This design comes from an exercise in tuning for small area, a short achievable clock period and few clock cycles per item on the open sky130 flow, not from production work.
The RTL was checked by simulation tests, not by an equivalence proof against the original design.

run a:
// pck_cost
module pck_cost (
    input  wire         clk,
    input  wire         rst,         
    input  wire         in_valid,
    output wire         in_ready,
    input  wire [2:0]   in_op,       
    input  wire [127:0] in_src,      
    input  wire [127:0] in_ref,
    output wire         out_valid,
    input  wire         out_ready,
    output wire [16:0]  out_cost
);
    localparam QD = 9;       
    localparam BD = QD - 1;  
    localparam K8 = 1;       
    localparam K4 = 0;       
    localparam K2 = 1;       
    localparam P4 = 8 + K8;          
    localparam P2 = P4 + 4 + K4;     
    localparam P1 = P2 + 2 + K2;     
    localparam PO = P1 + 1;          
    genvar g;
    integer k;
    reg         rdy_r;
    reg         r_v;
    reg [2:0]   r_op;
    reg [127:0] r_src, r_ref;
    assign in_ready = rdy_r;
    wire   in_fire  = in_valid && rdy_r;
    always @(posedge clk) begin
        r_src <= in_src;
        r_ref <= in_ref;
        r_op  <= in_op;
        r_v   <= !rst && in_fire;
    end
    reg  [3:0] row;
    reg  [1:0] m_sz;         
    reg        m_satd;
    reg  [1:0] op_sz;
    reg        op_satd;
    always @(*) begin
        case (r_op)
            3'd1:    begin op_sz = 2'd0; op_satd = 1'b0; end
            3'd2:    begin op_sz = 2'd1; op_satd = 1'b0; end
            3'd3:    begin op_sz = 2'd2; op_satd = 1'b0; end
            3'd4:    begin op_sz = 2'd0; op_satd = 1'b1; end
            3'd5:    begin op_sz = 2'd1; op_satd = 1'b1; end
  ...
For scale: ~16,000 cells after synthesis, ~4,300 flip-flops, ~280 I/O pins.
clock: 27.0 ns
lec_check: 0
cap_margin: 20
core_margin: 2
core_utilization: 55
cts_cluster_diameter: 100
cts_cluster_size: 28
slew_margin: 20
run.sh (not shown) runs the stock make flow with config.mk's settings and CLKGATE_MAP_FILE= SYNTH_SCRIPT=/design/flow/synth_recipe.tcl, a recipe that flattens the netlist after the stock synthesis.
Run a finished every stage and its layout cleared the timing, design-rule and antenna checks.
Testbench counts of run a, summed over its fixed seeds: cycles 22,660, blocks 2,400.
For run b, these inputs were changed with respect to run a:
-- flow/design.v --
<<< run a, line 157
    output wire [16:0]  out_cost
);
    localparam QD = 9;       
    localparam BD = QD - 1;  
    localparam K8 = 1;       
    localparam K4 = 0;       
    localparam K2 = 1;       
    localparam P4 = 8 + K8;          
    localparam P2 = P4 + 4 + K4;     
    localparam P1 = P2 + 2 + K2;     
    localparam PO = P1 + 1;          
    genvar g;
    integer k;
    reg         rdy_r;
    reg         r_v;
    reg [2:0]   r_op;
    reg [127:0] r_src, r_ref;
    assign in_ready = rdy_r;
    wire   in_fire  = in_valid && rdy_r;
    always @(posedge clk) begin
>>> run b, line 157
    output wire [16:0]  out_cost
);
    localparam QD = 8;       
    localparam BD = QD - 1;  
    localparam P4 = 9;       
    localparam P2 = 14;      
    localparam P1 = 17;      
    localparam PO = 18;      
    genvar g;
    integer k;
    reg         rdy_r, rdy_o;
    reg         r_v;
    reg [2:0]   r_op;
    reg [127:0] r_src, r_ref;
    assign in_ready = rdy_o;
    wire   in_fire  = in_valid && rdy_r;
    always @(posedge clk) begin
<<< run a, line 266
    wire [16*12-1:0] s2_y;
    wire [16*13-1:0] s1_y;
    pck_sdf_stage #(.L(8), .IW(9),  .OW(10), .CUT(K8)) u_s8 (
        .clk(clk), .adv(adv), .comb(c8),      .x(dd),   .xf(dv),   .y(s8_y));
    pck_sdf_stage #(.L(4), .IW(10), .OW(11), .CUT(K4)) u_s4 (
        .clk(clk), .adv(adv), .comb(tc4[P4]), .x(s8_y), .xf(s8_y), .y(s4_y));
    pck_sdf_stage #(.L(2), .IW(11), .OW(12), .CUT(K2)) u_s2 (
        .clk(clk), .adv(adv), .comb(tc2[P2]), .x(s4_y), .xf(s4_y), .y(s2_y));
    pck_sdf_stage #(.L(1), .IW(12), .OW(13), .CUT(0)) u_s1 (
>>> run b, line 263
    wire [16*12-1:0] s2_y;
    wire [16*13-1:0] s1_y;
    pck_sdf_stage #(.L(8), .IW(9),  .OW(10), .CUT(1)) u_s8 (
        .clk(clk), .adv(adv), .comb(c8),      .x(dd),   .xf(dv),   .y(s8_y));
    pck_sdf_stage #(.L(4), .IW(10), .OW(11), .CUT(1)) u_s4 (
        .clk(clk), .adv(adv), .comb(tc4[P4]), .x(s8_y), .xf(s8_y), .y(s4_y));
    pck_sdf_stage #(.L(2), .IW(11), .OW(12), .CUT(1)) u_s2 (
        .clk(clk), .adv(adv), .comb(tc2[P2]), .x(s4_y), .xf(s4_y), .y(s2_y));
    pck_sdf_stage #(.L(1), .IW(12), .OW(13), .CUT(0)) u_s1 (
<<< run a, line 382
    wire        push      = f_v;
    wire [16:0] push_cost = f_s ? total[19:3] : total[16:0];
    reg         o_v;
    reg  [16:0] o_cost;
    reg  [17*BD-1:0] qb;
>>> run b, line 379
    wire        push      = f_v;
    wire [16:0] push_cost = f_s ? total[19:3] : total[16:0];
    reg         o_v, o_vo;       
    reg  [16:0] o_cost;
    reg  [17*BD-1:0] qb;
<<< run a, line 410
        if (rst) begin
            o_v  <= 1'b0;
            q_rd <= 3'd0;
            q_wr <= 3'd0;
>>> run b, line 407
        if (rst) begin
            o_v  <= 1'b0;
            o_vo <= 1'b0;
            q_rd <= 3'd0;
            q_wr <= 3'd0;
<<< run a, line 415
        end else begin
            o_v  <= (out_ready || !o_v) ? v_next : 1'b1;
            q_wr <= (out_ready ? in1 : in0) ? q_wr1 : q_wr;
            q_rd <= (out_ready ? out1 : out0) ? q_rd1 : q_rd;
>>> run b, line 413
        end else begin
            o_v  <= (out_ready || !o_v) ? v_next : 1'b1;
            o_vo <= (out_ready || !o_vo) ? v_next : 1'b1;
            q_wr <= (out_ready ? in1 : in0) ? q_wr1 : q_wr;
            q_rd <= (out_ready ? out1 : out0) ? q_rd1 : q_rd;
<<< run a, line 423
    wire [3:0] owed_a  = owed + ((r_v && last) ? 4'd1 : 4'd0);
    wire [3:0] owed_a1 = owed_a - (o_v ? 4'd1 : 4'd0);
    wire       rdy_f   = (owed_a + 4'd2 <= QD);
    wire       rdy_n   = (owed_a + 4'd1 <= QD);
    wire       mid_n   = r_v ? !last : sdf_mid;
>>> run b, line 422
    wire [3:0] owed_a  = owed + ((r_v && last) ? 4'd1 : 4'd0);
    wire [3:0] owed_a1 = owed_a - (o_v ? 4'd1 : 4'd0);
    wire       rdy_n   = (owed_a + 4'd1 <= QD);
    wire       mid_n   = r_v ? !last : sdf_mid;
<<< run a, line 432
            owed  <= 4'd0;
            rdy_r <= 1'b1;
        end else begin
            owed  <= out_ready ? owed_a1 : owed_a;
            rdy_r <= (in_valid && rdy_r) ? rdy_f : (rdy_n && rot_ok);
        end
    end
    assign out_valid = o_v;
    assign out_cost  = o_cost;
endmodule
>>> run b, line 430
            owed  <= 4'd0;
            rdy_r <= 1'b1;
            rdy_o <= 1'b1;
        end else begin
            owed  <= out_ready ? owed_a1 : owed_a;
            rdy_r <= rdy_n && ((in_valid && rdy_r) || rot_ok);
            rdy_o <= rdy_n && ((in_valid && rdy_o) || rot_ok);
        end
    end
    assign out_valid = o_vo;
    assign out_cost  = o_cost;
endmodule
--- outcome ---
- Taking run a as the reference, in run b depth of the most critical reg-to-reg path saw a decrease, data arrival time of the worst path saw a decrease, largest stage delay on the critical path saw a decrease, post-synth design cell area saw an increase.
- Per the comparison of run b with run a, synthesized-area fraction occupied by adder cells lower; clock skew went down 0.016 ns; overall die width saw an increase; global placer's final weighted congestion went down about 2.3%.
- Compared with run a, run b shows layout net count that has gone up slightly.
- For run a and run b, there was not a single run that failed to finish clean.
- Run b vs run a: flop and latch count out of synthesis up by a few percent
Testbench counts of run b, summed over its fixed seeds: cycles 22,668, blocks 2,400.

[re-timing with driven ports]
In the flow no input, the clock included, has a driving cell. The finished layouts below were timed again as built, in two steps.
Step 1 sets driving cells, clkbuf_16 on the clock port and buf_2 on the other inputs (assumed; they add their load-dependent delay and slew).
Step 2, shift: input delay + t, output delay - t, t = (earliest + latest rising clock arrival at the registers) / 2. This alone moves slack from input paths to output paths.
a / b / c = no drivers / after step 1 / after step 2; a / b = the first two.
| run | shift t [ns] | slack for setup (ns) | hold WS [ns] | worst register clock-pin slew, ns |
|---|---|---|---|---|
| run a | 1.015 | 17.630 / 17.630 / 17.630 | 0.302 / 0.302 / 0.302 | 0.11 / 0.11 |
| run b | 1.019 | 19.784 / 19.680 / 19.673 | 0.299 / 0.299 / 0.299 | 0.12 / 0.12 |
After both steps setup and hold are still met in every run listed. For run b, which loses most, drivers alone change the setup slack by -0.104 ns; drivers and shift together by -0.111 ns.
